This is an optimization exercise on Yosys and OpenROAD, whose aim is small area, a short achievable clock period and few clock cycles per item, not a production implementation.
Only simulation tests tie the RTL to the original design; equivalence was not proved.

==> flow/design.v (outline; a module is shown in full before it is edited, if it fits) <==
// module rg_fmul: 118 lines
// module rg_mul24: 1599 lines
// module rg_fa: 10 lines
// module rg_fa1: 9 lines
// module rg_add48: 473 lines
// module rg_fadd: 128 lines
// module rg_add28: 239 lines
// module rg_gt31: 70 lines
// module rg_pg: 11 lines
// module rg_gc: 8 lines
// module rg_sweep: 162 lines
module rg_sweep (
    input  wire        clk,
    input  wire        rst,
    input  wire [31:0] cfg_b,
    input  wire [31:0] cfg_b1,
    input  wire [31:0] cfg_b2,
    input  wire [31:0] cfg_b3,
    input  wire        cfg_pass,
    input  wire        in_valid,
    input  wire        in_first,
    input  wire [31:0] in_data,
    output reg         in_ready,
    output reg         out_valid,
    output reg  [31:0] out_data
);
  // ...
==> flow/flow/run.sh <==
#!/bin/bash
set -euo pipefail
bash standard.sh SETUP_SLACK_MARGIN="${RG_SETUP_MARGIN:-10}" finish > layout_make.log 2>&1
==> flow/standard.sh <==
#!/bin/bash
# synth_recipe.tcl (not shown) runs the flow's synth.tcl, then flattens the netlist and writes it again
# the make line also repeats each setting of config.mk as NAME=value (left out here)
make -C /OpenROAD-flow-scripts/flow DESIGN_CONFIG=/design/flow/config.mk WORK_HOME=/design/flow/orfs CLKGATE_MAP_FILE= SYNTH_SCRIPT=/design/flow/synth_recipe.tcl "${@:-finish}"
==> flow/config.mk <==
export PLATFORM = sky130hd
export DESIGN_NAME = rg_sweep
export DESIGN_NICKNAME = rg_sweep
export VERILOG_FILES = /design/flow/design.v
export SDC_FILE = /design/flow/constraint.sdc
export NUM_CORES = 4
export LEC_CHECK = 0
export ABC_AREA = 1
export CAP_MARGIN = 20
export CORE_MARGIN = 2
export CORE_UTILIZATION = 40
export PLACE_DENSITY = 0.6
export SLEW_MARGIN = 20
export SYNTH_HIERARCHICAL = 1
export SYNTH_MINIMUM_KEEP_SIZE = 0
==> flow/constraint.sdc <==
create_clock -name core_clock -period 20.0 [get_ports {clk}]
set_input_delay 4.0000 -clock core_clock [delete_from_list [all_inputs] [get_ports {clk}]]
set_output_delay 4.0000 -clock core_clock [all_outputs]
set_load 0.01 [all_outputs]
==> run notes, run 1 <==
The type of the most critical hold path is reg2reg. The setup TNS after final layout came out at 0 ns. The number of logic stages on the critical path including buffering is 52. The first routing iteration left between 5000 and 6000 violations. The wire length per cell after detailed routing is 20.2 um. For this run, the slowest stage of the critical path takes ~0.52 ns. The routed metal-1 wire length is 85500 um.

Counting the fill cells in the layout gives ~14000. The area of the multi-input gates came out at ~38000 um2.

The run finished with no timing, DRC or antenna violations. The critical path in this run is classified as reg2reg. The overall via count from detail_route is 53320. The worst slack on hold paths is 0.409 ns. In this run the most used layer during global routing was met2.

Across the run, the number of max-cap violations was 0. The number of flip-flops and latches is about 330. The height of the chip is 366 um.

The routed design could run at a clock period as short as between 9 and 10 ns. The cell depth of the worst flop-to-flop path is 52. The first element of the critical path is opb[18]$_DFFE_PP_.

The endpoint of the most critical setup path is prod[2]$_DFF_P_. The biggest slice of the area belongs to multi-input combinational cells. The finished cells cover about 60000 um2. The post-detailed-placement half-perimeter wirelength is 143000 um. The layout has roughly 1300 inverters outside the clock class. The slowest stage of the critical path is the sky130_fd_sc_hd__fa_1 cell. Entering global routing, the biggest net connects 115 pins. The proportion of cell area spent on the clock network came out at between 2 and 2.5%.

Measured against its own limit, the worst slew margin works out to 27.7%. The buffering overhead is approximately 7.7%. The slack of the worst reg-to-reg path is approximately 10 ns.
Testbench counts, summed over its fixed seeds: cycles 31,124, items 7,775.
==> run 2: changes to the inputs <==
==> flow/flow/run.sh (replaced) <==
#!/bin/bash
set -euo pipefail
bash standard.sh SETUP_SLACK_MARGIN="${RG_CTS_MARGIN:-8}" cts > layout_make_cts.log 2>&1
bash standard.sh SETUP_SLACK_MARGIN="${RG_SETUP_MARGIN:-10}" finish > layout_make.log 2>&1
==> run 2 against run 1 <==
First-iteration DRC count is 2.1% higher. Routed wire length shrank 0.14%. Clock-buffer cell count unchanged. Still clean on timing, DRC and antenna.
==> run notes, run 2 <==
The flow ran to the end and the layout has no timing, DRC or antenna violations. The overall via count from detail_route is 53228 (-0.17%). The worst slack on hold paths came out at 0.412 ns (+0.00280 ns). The peak fanout along the critical path is 27. STA puts the critical path data arrival time at between 10 and 15 ns. The total of max-cap violations was 0 (unchanged).

The total routing resource utilization after global routing came out at between 20% and 30%. The global-route wire length before repair is between 200000 and 300000 um. The data required time at the worst endpoint is about 21 ns. The fraction of final layout cells sized beyond drive strength 1 is 8.71%.

The transition time at the pin with the least slew margin came out at roughly 1.1 ns. The number of buffers created by CTS came out at 37.

The number of diodes added for antenna fixing came out at 0. The number of antenna violations at the first check in global routing was 3. Timing analysis after detailed placement gives a worst setup slack of 8.65 ns. In this run the worst hold path is classified as reg2reg. The top achievable clock speed is 0.103 GHz.

Before antenna repair, the detailed router went through 6 iterations. The initial standard-cell utilization of the core is between 40 and 50%. The clock-pin slew on the worst setup and hold paths came out at 0.06 ns. The final clock period utilization by the worst path is around 48%. The number of failing setup endpoints in the final timing report came out at 0. The worst-skew pair later-pin latency is 0.60 ns.

The setup TNS after final layout is 0 ns (unchanged). After layout, the worst setup slack is 10.32 ns. The net count of the finished layout is about 9100. The via count of the first global-routing pass is 49902. The count of boundary I/O pins came out at roughly 200. The worst clock skew came out at around 0.048 ns. Dividing the synthesized area by the synthesized cell count gives approximately 6.5 um2. The pin count of the biggest net entering global routing came out at 115 (unchanged). The die covers about 130000 um2.

In this run the horizontal extent of the chip is about 370 um. The largest individual stage delay along the critical path comes from the cell sky130_fd_sc_hd__dfxtp_4. The number of I/O port buffers is about 200.

The final instance count without filler cells is 9982. Cells fill a little under half of the core in the end. The number of vias per cell after detailed routing is between 5 and 6. The deepest clock path buffer count is 3. The library cell used as clock root buffer is sky130_fd_sc_hd__clkbuf_16.

The DRC violations left came out at 0. The count of warnings emitted by yosys came out at 9. The kind of critical path is reg2reg.

The max-slew violation count is 0. The height of the chip came out at 366 um (unchanged). The relative max-transition margin is 27.9% (+0.20 points).

The wire length per cell after detailed routing came out at 20.2 um (about the same). The largest incremental delay on the critical path is 0.67 ns (+0.15 ns). The post-detailed-placement half-perimeter wirelength is 143000 um (unchanged). The shortest clock period the worst path allows after layout is 9.68 ns (+0.0156 ns). The most numerous cell type found on the critical path is sky130_fd_sc_hd__nand2_1. Once detail routing completed, the nets flagged for antenna violations numbered 0.

Buffers inserted to repair hold after CTS numbered 0. Summing every instance area after synthesis gives about 53000 um2. Setup repair after global routing could not meet its margin everywhere.

The library cell used most frequently in the layout, excluding fill and tap cells, is sky130_fd_sc_hd__nand2_1. The CTS sink count came out at about 330. The H-tree depth reported by CTS is 2. Including well taps, the total number of placed cells is 9760. The placeable core area came out at between 100000 and 150000 um2.

The residual overflow from global routing is 0. The cell count after synthesis is between 8000 and 9000. The total length of routed wires is 202000 um. The routability congestion estimate from global placement is about 1.0.

The number of rows created at floorplan came out at 132. The worst setup path is captured at a flop. The number of design-rule violations left by the first detailed-router iteration came out at 5848 (+2.1%). The final hold violation count was 0. The worst setup path is launched from a flop. TritonCTS built the clock tree. The layout-stage area growth over the synthesis result is 13.1%. The fill cell instance count of the final layout is 13639 (+0.10%).

Leaving out fill and tap cells, the most frequent cells in the layout are sky130_fd_sc_hd__nand2_1 (3123), sky130_fd_sc_hd__inv_1 (1267), sky130_fd_sc_hd__nand3_1 (551), sky130_fd_sc_hd__fa_1 (479), sky130_fd_sc_hd__nor2_1 (404).
[run 2: cell count changes in the layout (fill, tap and decap cells not counted), sizes merged]
| cell | before | now |
|---|---|---|
| inv | 1317 | 1315 |
| diode | 2 | 0 |
| clkbuf | 77 | 76 |
| a21oi | 134 | 135 |
| nand3 | 583 | 585 |
| clkinvlp | 5 | 10 |
| nand2 | 3239 | 3238 |
| buf | 190 | 183 |
[run 2: critical path: cells and delay by family (launching register included)]
kind	cells	cell delay, ns
xor gates and xnor gates	1	0.07
buffers and inverters	11	1.12
adders and majority gates	10	4.03
and+or+nand+nor	29	3.37
DFF	1	0.67
AOI/OAI and AO/OA	1	0.33
[run 2: path summary, 6_finish.rpt]
path	start	endpoint	slack (ns)	cells past startpoint
max	k0[14]$_DFF_P_	prod[15]$_DFF_P_	10.32	52
min	k1[2]$_DFF_P_	k0[2]$_DFF_P_	0.41	2
min reg2reg	k1[2]$_DFF_P_	k0[2]$_DFF_P_	0.41	2
max reg2reg	k0[14]$_DFF_P_	prod[15]$_DFF_P_	10.32	52
[run 2: metrics by stage]
stage | area [um2]
4_1_cts | 56300
5_1_grt | 59400
2_1_floorplan | 52600
3_3_place_gp | 55100
3_5_place_dp | 55100
6_report | 59400
[run 2: routing by layer]
metal  vias to the layer above  global-route usage, %  wire [um]  share of wire [%]
met1                     24852                   39.0      85800                 43
met2                      2889                   42.0      85900                 43
met4                         6                   7.73       8870                4.4
met3                       427                   5.45      21100                 10
li1                      25054                      -          -                  -
met5                         -                      0         34              0.017
[run 2: layout make-up]
cell class | count | area (um2) | area share, %
multi-input cells | 6106 | 38300 | 64.5
flip-flops and latches | 332 | 8060 | 13.6
inverters | 1325 | 5040 | 8.49
repair buffers | 403 | 4500 | 7.58
well taps | 1742 | 2180 | 3.67
clock buffers | 54 | 1070 | 1.80
clock inverters | 13 | 169 | 0.285
repair inverters | 7 | 53.8 | 0.0906
[run 2: what timing repair did]
| action | CTS | global route |
|---|---|---|
| resized for setup | 0 | 410 |
| endpoints found under the setup margin | 0 | 124 |
| setup buffers | 0 | 115 |
| endpoints found under the hold margin | 0 | 0 |
==> run 3: changes to the inputs <==
==> flow/flow/run.sh (replaced) <==
#!/bin/bash
set -euo pipefail
bash standard.sh SETUP_SLACK_MARGIN="${RG_SETUP_MARGIN:-11}" finish > layout_make.log 2>&1
==> run 3 against run 2 <==
Still clean on timing, DRC and antenna. Maximum frequency increased by 4.0%. Die area stayed put. Hold slack got worse by 0.0021 ns. Synthesized cell count is the same. Critical path depth is 2 higher. Largest cell class unchanged.
==> run notes, run 3 <==
The clock-pin slew on the worst setup and hold paths is 0.06 ns (about the same). The critical path data arrival time was 9.78 ns (-0.39 ns). The synthesized area divided by synthesized cell count was 6.52 um2 (unchanged). The number of vias per cell after detailed routing is 5.39 (+1.0%).

The kind of critical path is reg2reg. The synthesized area came out at 52500 um2 (unchanged). The transition time at the pin with the least slew margin came out at 1.17 ns (+0.0908 ns). The setup TNS after final layout came out at 0 ns (unchanged). The number of design-rule violations left by the first detailed-router iteration is 6066 (+3.7%). The total routing resource utilization after global routing was 30.3% (+2.9 points). The total length of routed wires is 216000 um (+6.8%). The post-route antenna net violation count came out at 0 (unchanged). The startpoint identified for the worst hold timing path is k1[2]$_DFF_P_. The number of failing setup endpoints in the final timing report is 0 (unchanged). The cell seen most often among critical-path stages is sky130_fd_sc_hd__buf_4.

The max-slew violation count is 0 (unchanged). The post-detailed-placement half-perimeter wirelength is 143000 um (unchanged). The routability congestion estimate from global placement is 1.00 (unchanged). The data required time at the worst endpoint came out at 20.48 ns (-0.02 ns). The worst clock skew is 0.0482 ns (+0.000362 ns). The pre-CTS worst setup slack came out at 8.65 ns (unchanged). The residual overflow from global routing came out at 0 (unchanged).

The count of boundary I/O pins was 199 (unchanged). The library cell used most frequently in the layout, excluding fill and tap cells, is sky130_fd_sc_hd__nand2_1. The worst setup path is launched from a flop. The DRC violations left came out at 0 (unchanged). The total of max-cap violations is 0 (unchanged). The reg-to-reg critical path startpoint is opb[7]$_DFFE_PP_. The deepest clock path buffer count is 3 (unchanged). The fraction of final layout cells sized beyond drive strength 1 is 20.5% (+12 points). The peak fanout along the critical path was 8 (-70%). The final hold violation count is 0 (unchanged).

The number of rows created at floorplan came out at 132 (unchanged). The fill cell instance count of the final layout is 12853 (-5.8%). The number of buffers created by CTS came to 37 (unchanged). The share of the core filled with cells in the final layout came out at 50.9% (+5.1 points). The number of search-and-repair iterations in the first detailed-routing pass is 7 (+1). The cell count after synthesis is 8047 (unchanged). The worst-skew pair later-pin latency came out at 0.60 ns (about the same). The total buffers and inverters traversed by the critical path is 22 (+11).

The relative max-transition margin came out at 21.6% (-6.3 points). The placeable core area is 130000 um2 (unchanged). The type of the most critical hold path is reg2reg. The final worst-path setup slack was 10.69 ns (+0.368 ns). The pin count of the biggest net entering global routing is 115 (unchanged). The run finished with no timing, DRC or antenna violations. The x dimension of the die came out at 366 um (unchanged). The first element of the critical path is opb[7]$_DFFE_PP_. STA classifies the critical path endpoint as a flop. The largest incremental delay on the critical path came to 0.59 ns (-0.08 ns). The via count of the first global-routing pass is 52276 (+4.8%). The quantity of hold-fixing buffers added after cts is 0 (unchanged).

The shortest clock period the worst path allows after layout came out at 9.31 ns (-0.368 ns). The initial standard-cell utilization of the core came out at 40.4% (unchanged). The area of the die was 134000 um2 (unchanged). The global-route wire length before repair came out at 316000 um (+8.6%).

The height of the chip came out at 366 um (unchanged). The TritonCTS clock tree is yes. The kind of cell with the highest combined delay along the critical path is adder cells. The overall via count from detail_route came out at 55564 (+4.4%).

The area growth from synthesis to layout is 25.8%. The top achievable clock speed came out at 0.107 GHz (+4.0%).

The number of I/O port buffers came out at 198 (unchanged).

The library cells used most frequently in the layout, excluding fill and tap cells, are sky130_fd_sc_hd__nand2_1 (2894), sky130_fd_sc_hd__inv_1 (1173), sky130_fd_sc_hd__nand3_1 (418), sky130_fd_sc_hd__fa_1 (410), sky130_fd_sc_hd__buf_4 (397). The number of antenna violations at the first check in global routing is 1 (-2). The final clock period utilization by the worst path is 46.5% (-1.8 points). The CTS sink count is 332 (unchanged). The slowest stage cell on the critical path is sky130_fd_sc_hd__fa_1. The library cell used as clock root buffer is sky130_fd_sc_hd__clkbuf_16. The H-tree depth reported by CTS came out at 2 (unchanged). The count of warnings emitted by yosys is 9 (unchanged).

The final layout net count came out at 9418 (+3.6%). Setup repair after global routing could not meet its margin everywhere. The wire length per cell after detailed routing was 20.9 um (+3.4%).
## run 3: area by class of cell
type                       count  area (um2)  area share, %
antenna                        1        2.50        0.00379
clock buffer                  54        1070           1.62
clock inverter                13         169          0.256
inverter                    1325        5090           7.71
multi-input combinational   6112       41600           63.0
sequential                   332        8180           12.4
tap                         1742        2180           3.30
timing repair buffer         729        7730           11.7
timing repair inverter         5        35.0         0.0531
## run 3: timing repair
item,4_1_cts,5_1_grt
resized for setup,522,866
endpoints found under the setup margin,124,124
cloned,46,13
pin swaps,97,292
setup buffers,215,211
## run 3: metrics by stage
step                      instance area [um2]  hold WS, ns  std cells
after CTS                               61000        0.415      10088
after floorplan                         52600        0.396       8064
after global placement                  55100        0.400       9760
final                                   66000        0.410      10313
after detailed placement                55100        0.403       9760
after global routing                    66000        0.429      10312
## run 3: layer usage
layer	GRT usage [%]	up-vias	share of wire, %
met1	40.9	26137	41
met2	46.3	3140	43
met5	0	-	0.0042
met4	13.5	2	5.3
li1	-	25734	-
met3	6.74	551	11
## run 3: worst paths after layout
path	endpoint	slack (ns)	cells past startpoint
setup reg to reg	prod[13]$_DFF_P_	10.69	54
hold / removal	k0[2]$_DFF_P_	0.41	2
setup / recovery	prod[13]$_DFF_P_	10.69	54
hold reg to reg	k0[2]$_DFF_P_	0.41	2
## run 3: worst min-delay path, stage by stage (launching register included)
cell	delay, ns
sky130_fd_sc_hd__dfxtp_1	0.30
sky130_fd_sc_hd__nand2_1	0.05
sky130_fd_sc_hd__nand2_1	0.04
==> run 4: changes to the inputs <==
==> flow/flow/run.sh (replaced) <==
#!/bin/bash
set -euo pipefail
bash standard.sh SETUP_SLACK_MARGIN="${RG_SETUP_MARGIN:-9.5}" finish > layout_make.log 2>&1
==> run 4 against run 3 <==
Flip-flop and latch count is the same. Register-to-register slack lost 0.72 ns. Synthesized cell count is the same. Clock-buffer cell count is the same. Sequential share of layout area grew 1.7 points. Highest routed layer unchanged.
==> run notes, run 4 <==
The largest incremental delay on the critical path came out at 0.55 ns (-0.04 ns). The run finished with no timing, DRC or antenna violations. The final instance count without filler cells came out at 9865 (-4.3%). The height of the chip is 366 um (unchanged).

The via count of the first global-routing pass is 50098 (-4.2%). The slowest stage cell on the critical path is sky130_fd_sc_hd__fa_1. The TritonCTS clock tree is yes. The number of design-rule violations left by the first detailed-router iteration is 5221 (-14%).

The total length of routed wires is 191000 um (-12%). The number of diodes added for antenna fixing came out at 0 (-1). The placeable core area came out at 130000 um2 (unchanged). The relative max-transition margin came out at 28.6% (+7.0 points).

The worst-skew pair later-pin latency is 0.60 ns (about the same). The post-route antenna net violation count came out at 0 (unchanged). The number of rows created at floorplan is 132 (unchanged).

The number of vias per cell after detailed routing is 5.29 (-1.8%). The x dimension of the die was 366 um (unchanged). The setup TNS after final layout came out at 0 ns (unchanged).

The synthesized area divided by synthesized cell count came out at 6.52 um2 (unchanged). The fraction of final layout cells sized beyond drive strength 1 is 6.33% (-14 points). The data required time at the worst endpoint is 20.48 ns (about the same). The library cell used as clock root buffer is sky130_fd_sc_hd__clkbuf_16. The post-detailed-placement half-perimeter wirelength came to 143000 um (unchanged).

The transition time at the pin with the least slew margin came out at 1.07 ns (-0.101 ns). The shortest clock period the worst path allows after layout is 10.02 ns (+0.716 ns). The CTS sink count is 332 (unchanged).

The final clock period utilization by the worst path was 50.1% (+3.6 points). The routability congestion estimate from global placement came out at 1.00 (unchanged). The clock-pin slew on the worst setup and hold paths is 0.07 ns (about the same). The H-tree depth reported by CTS came out at 2 (unchanged). The total placed cells including tap cells is 9760 (unchanged). Setup repair after global routing could not meet its margin everywhere. The residual overflow from global routing is 0 (unchanged). The worst clock skew came out at 0.0478 ns (-0.000422 ns). The worst hold path belongs to the class reg2reg. The overall via count from detail_route was 52205 (-6.0%). The total routing resource utilization after global routing came out at 27.5% (-2.8 points). The wire length per cell after detailed routing is 19.3 um (-7.5%). The worst setup path is captured at a flop. The deepest clock path buffer count came to 3 (unchanged).

Among the stages of the critical path, the cell type that occurs most often is sky130_fd_sc_hd__nand2_1. The quantity of hold-fixing buffers added after cts is 0 (unchanged). The synthesized area was 52500 um2 (unchanged). In the layout the commonest cells are sky130_fd_sc_hd__nand2_1 (3142), sky130_fd_sc_hd__inv_1 (1273), sky130_fd_sc_hd__nand3_1 (554), sky130_fd_sc_hd__fa_1 (489), sky130_fd_sc_hd__nor2_1 (424).

The final hold violation count came out at 0 (unchanged). The worst setup path is launched from a flop.

The most common library cell in the layout ignoring fill and taps is sky130_fd_sc_hd__nand2_1. The number of search-and-repair iterations in the first detailed-routing pass came to 6 (-1). The max-slew violation count is 0 (unchanged).

The final worst-path setup slack came out at 9.98 ns (-0.716 ns). The total of max-cap violations is 0 (unchanged). The DRC violations left is 0 (unchanged). The final layout net count came out at 8971 (-4.7%).

The number of buffers created by CTS is 37 (unchanged). The count of boundary I/O pins came out at 199 (unchanged). The critical path data arrival time is 10.51 ns (+0.73 ns).

The cell count after synthesis is 8047 (unchanged). The pin count of the biggest net entering global routing is 115 (unchanged). The count of warnings emitted by yosys is 9 (unchanged). The area of the die is 134000 um2 (unchanged). The peak fanout along the critical path came out at 27 (+19). The layout-stage area growth over the synthesis result came out at 9.01%.

The number of antenna violations at the first check in global routing came to 2 (+1). The number of failing setup endpoints in the final timing report is 0 (unchanged). The top achievable clock speed is 0.0998 GHz (-7.1%). The pre-CTS worst setup slack came to 8.65 ns (unchanged). The kind of critical path is reg2reg.

The global-route wire length before repair came out at 292000 um (-7.7%). The number of I/O port buffers is 198 (unchanged). The initial standard-cell utilization of the core came out at 40.4% (unchanged).
run 4: layout make-up:
cell class / count / area, um2
repair buffers: 298 / 2890
well taps: 1742 / 2180
multi-input cells: 6099 / 37800
flip-flops and latches: 332 / 8050
repair inverters: 2 / 12.5
inverters: 1325 / 5020
clock inverters: 13 / 169
clock buffers: 54 / 1070
fillers: 13796 / 72600
run 4: metal layers:
layer	wire length, um	share of wire, %	GRT usage [%]
met1	84400	44	39.0
met2	80700	42	42.1
met3	19300	10	5.55
met4	6310	3.3	8.03
met5	18	0.0094	0
run 4: what timing repair did:
| action | in CTS | in global routing |
|---|---|---|
| buffers inserted | 7 | 21 |
| pin swaps | 2 | 21 |
| gates resized for setup | 38 | 150 |
| endpoints found under the setup margin | 122 | 124 |
| cloned | 3 | 7 |
run 4: stage by stage:
stage / cell area (um2) / hold slack (ns) / utilization [%]
final: 57200 / 0.410 / 44.1
after global routing: 57200 / 0.429 / 44.1
after CTS: 56500 / 0.416 / 43.5
after detailed placement: 55100 / 0.403 / 42.4
after global placement: 55100 / 0.400 / 42.4
after floorplan: 52600 / 0.396 / -
run 4: worst paths after layout:
path,start,endpoint,slack [ns],cells after the start
hold / removal,k1[2]$_DFF_P_,k0[2]$_DFF_P_,0.41,2
setup / recovery,opb[12]$_DFFE_PP_,prod[15]$_DFF_P_,9.98,53
setup reg to reg,opb[12]$_DFFE_PP_,prod[15]$_DFF_P_,9.98,53
hold reg to reg,k1[2]$_DFF_P_,k0[2]$_DFF_P_,0.41,2
run 4: critical path, delay by kind of cell, from the launching register on:
kind                     cells  cell delay (ns)
XOR/XNOR                     1             0.07
AND/OR/NAND/NOR             29             3.38
buffers and inverters       12             1.48
flip-flops                   1             0.34
adder cells (fa/ha/maj)     10             4.28
AO/OA/AOI/OAI                1             0.34
==> run 5: changes to the inputs <==
==> flow/flow/run.sh (replaced) <==
#!/bin/bash
set -euo pipefail
bash standard.sh SETUP_SLACK_MARGIN="${RG_SETUP_MARGIN:-10}" finish > layout_make.log 2>&1
--- a/flow/config.mk
+++ b/flow/config.mk
@@ -8,8 +8,8 @@
 export ABC_AREA = 1
 export CAP_MARGIN = 20
 export CORE_MARGIN = 2
-export CORE_UTILIZATION = 40
-export PLACE_DENSITY = 0.6
+export CORE_UTILIZATION = 45
+export PLACE_DENSITY = 0.68
 export SLEW_MARGIN = 20
 export SYNTH_HIERARCHICAL = 1
 export SYNTH_MINIMUM_KEEP_SIZE = 0
==> run 5 against run 4 <==
Clock-buffer cell count down 10. Sequential share of layout area down 0.55 points. Final area up 4.0%. Utilization up 7.2 points. Largest cell class unchanged. Highest routed layer is now met4.
==> run notes, run 5 <==
The flow ran to the end and the layout has no timing, DRC or antenna violations. The number of rows created at floorplan is 125 (-5.3%). The height of the chip came out at 346 um (-5.7%).

The final clock period utilization by the worst path came out at 47.8% (-2.3 points). The final hold violation count came to 0 (unchanged). The peak fanout along the critical path came out at 13 (-52%). The total length of routed wires came out at 194000 um (+1.9%). The number of buffers created by CTS is 36 (-2.7%). The family with the most delay on the worst path is simple AND/OR/NAND/NOR gates. The final worst-path setup slack is 10.43 ns (+0.455 ns). The number of design-rule violations left by the first detailed-router iteration was 6343 (+21%).

The number of antenna violations at the first check in global routing was 0 (-2). The placeable core area came to 116000 um2 (-11%). The number of I/O port buffers came out at 198 (unchanged). The largest incremental delay on the critical path came out at 0.54 ns (about the same). The fraction of final layout cells sized beyond drive strength 1 came out at 9.65% (+3.3 points). The max-slew violation count came out at 0 (unchanged). The layout-stage area growth over the synthesis result came out at 13.3%. The total buffers and inverters traversed by the critical path was 9 (-3). The data required time at the worst endpoint is 20.26 ns (-0.22 ns).

Setup repair after global routing could not meet its margin everywhere. The deepest clock path buffer count is 3 (unchanged). The routability congestion estimate from global placement is 1.02 (+2.2%). The shortest clock period the worst path allows after layout came to 9.57 ns (-0.455 ns). The number of vias per cell after detailed routing is 5.50 (+3.9%). The total routing resource utilization after global routing came out at 29.9% (+2.4 points). The CTS sink count was 332 (unchanged). The count of warnings emitted by yosys came to 9 (unchanged). The synthesized area came out at 52500 um2 (unchanged).

The TritonCTS clock tree is yes. The wire length per cell after detailed routing came out at 19.9 um (+2.7%). The pin count of the biggest net entering global routing is 111 (-3.5%). The number of failing setup endpoints in the final timing report is 0 (unchanged). The number of search-and-repair iterations in the first detailed-routing pass came out at 8 (+2).

The synthesized area divided by synthesized cell count came out at 6.52 um2 (unchanged). The total of max-cap violations came out at 0 (unchanged). The critical path launch point type is a flop. Among the stages of the critical path, the cell type that occurs most often is sky130_fd_sc_hd__nand2_1.

The initial standard-cell utilization of the core is 45.3% (+4.9 points). The H-tree depth reported by CTS came to 2 (unchanged). The worst clock skew came to 0.0342 ns (-0.0136 ns). The type of the most critical hold path is reg2reg. The final layout net count came to 9105 (+1.5%).

The via count of the first global-routing pass came out at 50082 (-0.032%). The post-detailed-placement half-perimeter wirelength was 139000 um (-3.1%). The post-route antenna net violation count was 0 (unchanged). The critical path data arrival time came out at 9.83 ns (-0.68 ns). The x dimension of the die came out at 346 um (-5.7%). The top achievable clock speed came out at 0.105 GHz (+4.8%).

The setup TNS after final layout is 0 ns (unchanged). The count of boundary I/O pins is 199 (unchanged). The cell count after synthesis is 8047 (unchanged). The global-route wire length before repair is 283000 um (-3.1%). The residual overflow from global routing came out at 0 (unchanged). The DRC violations left is 0 (unchanged). The worst setup path is of the reg2reg kind. The slowest stage of the critical path is the sky130_fd_sc_hd__dfxtp_1 cell.

The top cell types in the final layout, fill and taps aside, are sky130_fd_sc_hd__nand2_1 (3104), sky130_fd_sc_hd__inv_1 (1265), sky130_fd_sc_hd__nand3_1 (529), sky130_fd_sc_hd__fa_1 (475), sky130_fd_sc_hd__nor2_1 (395). Clock tree synthesis selected as its root buffer the cell sky130_fd_sc_hd__clkbuf_16. The worst-skew pair later-pin latency is 0.59 ns (about the same). The relative max-transition margin is 21.7% (-6.9 points). The clock-pin slew on the worst setup and hold paths came out at 0.09 ns (+0.02 ns). The type of destination of the critical path is a flop.

The area of the die is 119000 um2 (-11%). The pre-CTS worst setup slack is 8.78 ns (+0.126 ns). The library cell used most frequently in the layout, excluding fill and tap cells, is sky130_fd_sc_hd__nand2_1. The transition time at the pin with the least slew margin came out at 1.16 ns (+0.0909 ns). The overall via count from detail_route is 53760 (+3.0%).
[run 5: worst paths after layout]
check,cells after the start,slack (ns),from,end
worst min-delay path,2,0.38,k1[9]$_DFF_P_,k0[9]$_DFF_P_
worst max-delay path,64,10.43,prod[2]$_DFF_P_,opb[28]$_DFFE_PP_
worst min register to register,2,0.38,k1[9]$_DFF_P_,k0[9]$_DFF_P_
worst max register to register,64,10.43,prod[2]$_DFF_P_,opb[28]$_DFFE_PP_
[run 5: final cells by class]
| type | count | area [um2] |
|---|---|---|
| Antenna cell | 1 | 2.50 |
| Timing Repair inverter | 3 | 25.0 |
| Sequential cell | 332 | 8040 |
| Fill cell | 11532 | 56400 |
| Clock buffer | 44 | 962 |
| Tap cell | 1524 | 1910 |
| Clock inverter | 22 | 234 |
| Timing Repair Buffer | 421 | 4620 |
| Inverter | 1325 | 5050 |
| Multi-Input combinational cell | 6110 | 38700 |
[run 5: what timing repair did]
action | CTS | global route
buffers inserted | 8 | 121
setup endpoints to repair | 124 | 124
resized for setup | 76 | 433
hold buffers | 0 | 0
cloned | 2 | 36
pin swaps | 5 | 86
[run 5: worst register-to-register path, delay by kind of cell, from the launching register on]
family	cells	cell delay, ns
simple gates	44	5.21
compound gates	5	1.19
buf+inv	9	0.87
fa+ha+maj	2	0.72
flops	1	0.54
mux	2	0.52
xor+xnor	2	0.24
[run 5: routing by layer]
metal,wire (um),track usage (%)
met2,80200,44.8
met5,0,0
met4,11700,11.2
met3,21300,5.76
met1,81100,42.5
[run 5: metrics by stage]
stage | hold slack [ns] | area [um2] | util, % | std cells
floorplan | 0.396 | 52600 | - | 8064
global placement | 0.399 | 54800 | 47.3 | 9547
detailed placement | 0.405 | 54800 | 47.3 | 9547
CTS | 0.388 | 56400 | 48.6 | 9623
global route | 0.427 | 59500 | 51.3 | 9781
finish | 0.383 | 59500 | 51.3 | 9782

## what the ideal ports hide
The results above use ideal ports. As a check the final layouts listed here were re-extracted and re-timed, cells and wires unchanged.
Step 1, drivers: a clkbuf_16 drives clk and a buf_2 each remaining input, both assumed.
Step 2 moves the port delays by t, midway between the first and last clock arrival at a register: inputs arrive t later, outputs are due t later. That takes back most of the time a late clock gives input paths.
Slacks: no drivers / after step 1 / after step 2; pairs: no drivers / after step 1.
run | t, ns | slack for setup (ns) | latest minus earliest clock arrival (ns)
run 1 | 0.645 | 10.339 / 10.339 / 10.339 | 0.054 / 0.053
run 2 | 0.649 | 10.323 / 10.323 / 10.323 | 0.052 / 0.053
run 3 | 0.644 | 10.692 / 10.692 / 10.692 | 0.051 / 0.052
run 4 | 0.639 | 9.976 / 9.976 / 9.976 | 0.050 / 0.051
run 5 | 0.649 | 10.431 / 10.431 / 10.431 | 0.035 / 0.034
After both steps every run listed still meets setup and hold.
